This is an optimization exercise on Yosys and OpenROAD, whose aim is small area, a short achievable clock period and few clock cycles per item, not a production implementation.
Only simulation tests tie the RTL to the original design; equivalence was not proved.

==> design.v <==
module mdle_fadd (
    input  wire [31:0] a,
    input  wire [31:0] b,
    output reg  [31:0] y
);
    wire a_nan = (a[30:23] == 8'hFF) && (a[22:0] != 0);
    wire b_nan = (b[30:23] == 8'hFF) && (b[22:0] != 0);
    wire a_inf = (a[30:23] == 8'hFF) && (a[22:0] == 0);
    wire b_inf = (b[30:23] == 8'hFF) && (b[22:0] == 0);
    wire        swap = b[30:0] > a[30:0];
    wire [31:0] p = swap ? b : a;
    wire [31:0] q = swap ? a : b;
    wire [9:0]  ep = (p[30:23] == 0) ? 10'd1 : {2'b00, p[30:23]};
    wire [9:0]  eq = (q[30:23] == 0) ? 10'd1 : {2'b00, q[30:23]};
    wire [23:0] mp = {p[30:23] != 0, p[22:0]};
    wire [23:0] mq = {q[30:23] != 0, q[22:0]};
    wire [9:0]  d  = ep - eq;
    reg [27:0] xp, xq, s;
    reg [55:0] al;
    reg [9:0]  e, lz, sh;
    reg [32:0] r;
    reg        rnd;
    integer    i;
    always @* begin
        xp = {1'b0, mp, 3'b000};
        al = {1'b0, mq, 3'b000, 28'd0} >> ((d > 10'd28) ? 10'd28 : d);
        xq = {al[55:29], al[28] | (al[27:0] != 0)};
        s  = (p[31] == q[31]) ? xp + xq : xp - xq;
        e  = ep;
        if (s[27]) begin
            s = {1'b0, s[27:2], s[1] | s[0]};
            e = e + 10'd1;
        end else begin
            lz = 10'd27;
            for (i = 0; i <= 26; i = i + 1)
                if (s[i]) lz = 10'd26 - i;
            sh = (lz < e - 10'd1) ? lz : e - 10'd1;
            s  = s << sh;
            e  = e - sh;
        end
        rnd = s[2] & (s[1] | s[0] | s[3]);
        r   = {e - 10'd1, 23'd0} + {9'd0, s[26:3]} + {32'd0, rnd};
        if (a_nan || b_nan || (a_inf && b_inf && (a[31] != b[31])))
            y = 32'h7FC00000;
        else if (a_inf)
            y = a;
        else if (b_inf)
            y = b;
        else if (s == 0)
            y = {a[31] & b[31], 31'd0};
        else if (r[32:23] >= 10'd255)
            y = {p[31], 8'hFF, 23'd0};
        else
            y = {p[31], r[30:0]};
    end
endmodule
module mdle_fmul (
    input  wire [31:0] a,
    input  wire [31:0] b,
    output reg  [31:0] y
);
    wire sgn   = a[31] ^ b[31];
    wire a_nan = (a[30:23] == 8'hFF) && (a[22:0] != 0);
    wire b_nan = (b[30:23] == 8'hFF) && (b[22:0] != 0);
    wire a_inf = (a[30:23] == 8'hFF) && (a[22:0] == 0);
    wire b_inf = (b[30:23] == 8'hFF) && (b[22:0] == 0);
    wire a_zero = (a[30:0] == 0);
    wire b_zero = (b[30:0] == 0);
    wire [11:0] ea = (a[30:23] == 0) ? 12'd1 : {4'd0, a[30:23]};
    wire [11:0] eb = (b[30:23] == 0) ? 12'd1 : {4'd0, b[30:23]};
    wire [23:0] ma = {a[30:23] != 0, a[22:0]};
    wire [23:0] mb = {b[30:23] != 0, b[22:0]};
    wire [47:0] prod = ma * mb;
    reg [47:0] pn;
    reg [95:0] al;
    reg [11:0] e, lz, rs;
    reg [23:0] m;
    reg        g, st, rnd;
    reg [34:0] r;
    integer    i;
    always @* begin
        lz = 12'd0;
        for (i = 0; i <= 47; i = i + 1)
            if (prod[i]) lz = 12'd47 - i;
        pn = prod << lz;
        e  = ea + eb - 12'd126 - lz;
        if (e[11] || e == 0) begin
            rs = 12'd1 - e;
            if (rs > 12'd48) rs = 12'd48;
            al = {pn, 48'd0} >> rs;
            e  = 12'd1;
        end else begin
            al = {pn, 48'd0};
        end
        m   = al[95:72];
        g   = al[71];
        st  = al[70:0] != 0;
        rnd = g & (st | m[0]);
        r   = {e - 12'd1, 23'd0} + {11'd0, m} + {34'd0, rnd};
        if (a_nan || b_nan || (a_inf && b_zero) || (b_inf && a_zero))
            y = 32'h7FC00000;
        else if (a_inf || b_inf)
            y = {sgn, 8'hFF, 23'd0};
        else if (a_zero || b_zero)
            y = {sgn, 31'd0};
        else if (r[34:23] >= 12'd255)
            y = {sgn, 8'hFF, 23'd0};
        else
            y = {sgn, r[30:0]};
    end
endmodule
module mdle_tick (
    input  wire        clk,
    input  wire        rst,
    input  wire        in_valid,
    output wire        in_ready,
    input  wire [31:0] in_x,
    input  wire [31:0] in_a,
    input  wire [31:0] in_b,
    input  wire [31:0] in_f,
    input  wire [31:0] in_feedback,
    input  wire [31:0] in_mix,
    output reg         out_valid,
    input  wire        out_ready,
    output reg  [31:0] out_y,
    output reg  [31:0] out_v
);
    localparam [31:0] ONE = 32'h3F800000;
    wire [31:0] ba, fba, w;
    mdle_fadd u_sub_ba  (.a(in_b), .b({~in_a[31], in_a[30:0]}), .y(ba));
    mdle_fmul u_mul_fba (.a(in_f), .b(ba), .y(fba));
    mdle_fadd u_add_w   (.a(in_a), .b(fba), .y(w));
    wire [31:0] fbw, v;
    mdle_fmul u_mul_fbw (.a(in_feedback), .b(w), .y(fbw));
    mdle_fadd u_add_v   (.a(in_x), .b(fbw), .y(v));
    wire [31:0] g, yd, yw, ymix;
    mdle_fadd u_sub_g   (.a(ONE), .b({~in_mix[31], in_mix[30:0]}), .y(g));
    mdle_fmul u_mul_yd  (.a(g), .b(in_x), .y(yd));
    mdle_fmul u_mul_yw  (.a(in_mix), .b(w), .y(yw));
    mdle_fadd u_add_y   (.a(yd), .b(yw), .y(ymix));
    wire        bypass = (in_mix[30:0] == 31'd0);
    wire [31:0] y      = bypass ? in_x : ymix;
    assign in_ready = !out_valid || out_ready;
    always @(posedge clk) begin
        if (rst) begin
            out_valid <= 1'b0;
        end else if (in_ready) begin
            out_valid <= in_valid;
        end
    end
    always @(posedge clk) begin
        if (in_valid && in_ready) begin
            out_y <= y;
            out_v <= v;
        end
    end
endmodule
==> run.sh <==
#!/bin/bash
# synth_recipe.tcl (not shown) runs the flow's synth.tcl, then flattens the netlist and writes it again
# the make line also repeats each setting of config.mk as NAME=value (left out here)
make -C /OpenROAD-flow-scripts/flow DESIGN_CONFIG=/design/flow/config.mk WORK_HOME=/design/flow/orfs CLKGATE_MAP_FILE= SYNTH_SCRIPT=/design/flow/synth_recipe.tcl finish
==> config.mk <==
export PLATFORM = sky130hd
export DESIGN_NAME = mdle_tick
export DESIGN_NICKNAME = mdle_tick
export VERILOG_FILES = /design/flow/design.v
export SDC_FILE = /design/flow/constraint.sdc
export NUM_CORES = 8
export LEC_CHECK = 0
export CAP_MARGIN = 20
export CORE_MARGIN = 2
export CORE_UTILIZATION = 40
export SLEW_MARGIN = 20
==> constraint.sdc <==
create_clock -name core_clock -period 110.0 [get_ports {clk}]
set_input_delay 22.0000 -clock core_clock [delete_from_list [all_inputs] [get_ports {clk}]]
set_output_delay 22.0000 -clock core_clock [all_outputs]
set_load 0.01 [all_outputs]
==> metrics.cfg <==
[yosys]
yosys_warnings = 3
synthArstFlopShare_pct = 0
synth_commonest_cells = nand2_1 (3,636), inv_1 (2,058), fa_1 (1,971)
yosysMostFrequentCell = nand2_1
synth-seq-area-share_pct = 1.15
synth_top_cell_by_area = fa_1
synth-seq-cells = 65
synth-edff-count = 64
synthFlopType = edfxtp_1
synth.distinct_cells = 165
synth_area_sq_mm = 0.169
synth_area_leaders = fa_1 (23%), ha_1 (9.3%), nand2_1 (8.1%)
netlist_instances = 23300
syn_area_per_cell_sq_um = 7.27
synth_top_area_share_pct = 23.3

[setup_path]
cp_max_fo = 25
worstPathArrival_ns = 106.68
timing.rr.end = out_y[18]
setup.worst_path.end = out_y[3]
crit_path_start_kind = primary input
r2r_start = out_valid
cp_data_required_time_ns = 110.19
worst_setup_path_end_kind = register
slowest_stage = o41ai_1
crit_cells = 437
r2r_setup_slack_ns = 108.00
path_buf_inv = 57
crit_top_cell = nor2_1
startpoint = in_b[10]
rr_worst_depth = 3
worst-setup-path-type = primary input to register
max_stage_delay_ns = 0.89
path_delay_family = compound AO/OA/AOI/OAI gates

[routing]
dr.pass1.iters = 9
detail_route.wirelength_um = 834000
drc = 0
drt_iter0_markers = 22100
viasPerCell = 6.40
vias = 188000
ant_nets = 0
wl_per_cell_um = 28.4

[global_route]
grt_overflow = 0
antenna_found_initial = 35
grt_pass1_wl_um = 1230000
grt_usage_pct = 37.6
grt_max_degree = 73
grt_pass1_vias = 181000

[clock_network]
htree_num_levels = 3
cts.path.max_buffers = 2
root_buffer = clkbuf_16
cts_tree = built
clock-sinks = 65
cts_made_buffers = 9
clk_pin_slew_ns = 0.08
clkLatencyLatePin_ns = 0.40

[sta]
finalHoldViolations = 0
period_share_pct = 96.8
slew_headroom_pct = 12.0
whs_ns = 0.541
period_needed_ns = 106.48
finClkSkew_ns = 0.0182
fmax_ghz = 0.00939
slew_viol_final = 0
finalSetupViolations = 0
worstMarginPinSlew_ns = 1.31

[finish]
final_layout_size_suffix_gt1_share_pct = 12.0
syn2layout_area_growth_pct = 11.8
nets = 27100

[status]
status = no timing/DRC/antenna violations

[floorplan]
rows = 238
pin_count = 262
die_x_um = 654
start_util_pct = 40.2
fp.dieArea_sq_mm = 0.428
core_area_sq_mm = 0.420
die_h_um = 654

[min_path]
hp-class = register to register
min_from = out_valid

[placement]
gp_congestion = 1.05
port_buffers = 261
hpwl_um = 673000

[run]
max_cap_violations = 0

cells in the final DEF (no fill, tap or decap), types with 73 or more instances in the layout:
master,instances
o21ai_0,901
nor2b_1,92
a211oi_1,266
o221ai_1,101
a21o_1,265
xor2_1,235
and2_1,373
o2111ai_1,111
o22ai_1,165
a21oi_1,1225
a221oi_1,95
a31oi_1,221
o211ai_1,296
nand4_1,246
and3_1,253
nand2_1,3602
mux2i_1,469
a32oi_1,79
nor4_1,216
or2_2,104
o31ai_1,132
o21ai_1,187
o21a_1,114
mux2_2,123
nor3_1,655
o21bai_1,225
ha_1,1242
nand2b_1,183
inv_1,2054
a21oi_2,97
nand3_1,629
nor2_1,1883
a22oi_1,156
nor2_2,75
clkdlybuf4s50_1,248
or3_1,133
fa_1,1967
a2111oi_0,73
xnor2_1,476
buf_4,1531
final cells by class:
cell class | count | area, sq um
Clock inverter | 7 | 125
Timing Repair Buffer | 1878 | 15500
Fill cell | 43800 | 232000
Clock buffer | 9 | 225
Inverter | 2098 | 7890
Sequential cell | 65 | 1940
Antenna cell | 15 | 37.5
Multi-Input combinational cell | 19600 | 156000
Tap cell | 5640 | 7060
flip-flops by register name, summed over array words and instances (netlist names):
name       cells
out_v         32
out_valid      1
out_y         32
timing repair:
action,4_1_cts,5_1_grt
resized for setup,60,666
pin swaps,5,191
hold buffers,0,0
gates cloned,2,12
buffers inserted,13,158
endpoints found under the setup margin,59,64
layer usage:
| metal | up-vias | global-route usage (%) | share of wire (%) |
|---|---|---|---|
| met4 | 12 | 15.6 | 5.2 |
| met3 | 1783 | 6.37 | 9.4 |
| met2 | 10400 | 56.6 | 42 |
| met1 | 92800 | 52.8 | 43 |
| met5 | - | 0 | 0.0096 |
| li1 | 82900 | - | - |
per-stage QoR:
stage | setup TNS (ns) | utilization [%] | instance area, sq um | cells | worst slack (ns)
6_report | 0 | 44.9 | 189000 | 29400 | 3.52
5_1_grt | -29.33 | 44.9 | 189000 | 29300 | -0.668
4_1_cts | 0 | 43.9 | 185000 | 29200 | 0.0142
3_5_place_dp | -90.91 | 43.7 | 184000 | 29100 | -2.56
3_3_place_gp | -64.84 | 43.7 | 184000 | 29100 | -2.14
2_1_floorplan | 0 | - | 169000 | 23300 | 0.139
worst min-delay path by stage:
stage	to	cells after the start
6_report	out_valid	2
5_1_grt	out_valid	2
4_1_cts	out_valid	2
3_5_place_dp	out_valid	2
3_3_place_gp	out_valid	2
2_1_floorplan	out_valid	2
cell families after synthesis:
| kind of cell | count (synthesis) | share of synthesized area [%] |
|---|---|---|
| XOR/XNOR | 743 | 3.88 |
| multiplexers | 693 | 4.61 |
| buffers and inverters | 3569 | 8.57 |
| flip-flops | 65 | 1.15 |
| other | 1 | 0.00222 |
| adder cells (fa/ha/maj) | 3228 | 32.6 |
| AO/OA/AOI/OAI | 5987 | 24.7 |
| AND/OR/NAND/NOR | 8976 | 24.5 |
worst register-to-register path: stages (launching register included):
cell      delay [ns]
dfxtp_1         0.31
nand2b_1        0.11
and2_4          0.45
buf_4           0.68
Testbench counts, summed over its fixed seeds: cycles 16,008, items 16,000.

[separate check: timing with driven ports]
Ports are ideal in the flow. The routed layout listed here was re-timed in OpenROAD. Step 1, drivers: a clkbuf_16 drives clk and a buf_2 each remaining input, both assumed. Step 2 moves the port delays by t, midway between the first and last clock arrival at a register: inputs arrive t later, outputs are due t later. That takes back most of the time a late clock gives input paths. Slacks: ideal ports / drivers / drivers and shift; pairs: ideal ports / drivers.
shift t [ns]: 0.469
slack for setup (ns): 3.517 / 3.507 / 3.038
worst register clock-pin slew, ns: 0.08 / 0.08
worst slew at a driven data input, ns: 0.37
After both steps this run still meets setup and hold. For this run, drivers alone change the setup slack by -0.010 ns; drivers and shift together by -0.479 ns.
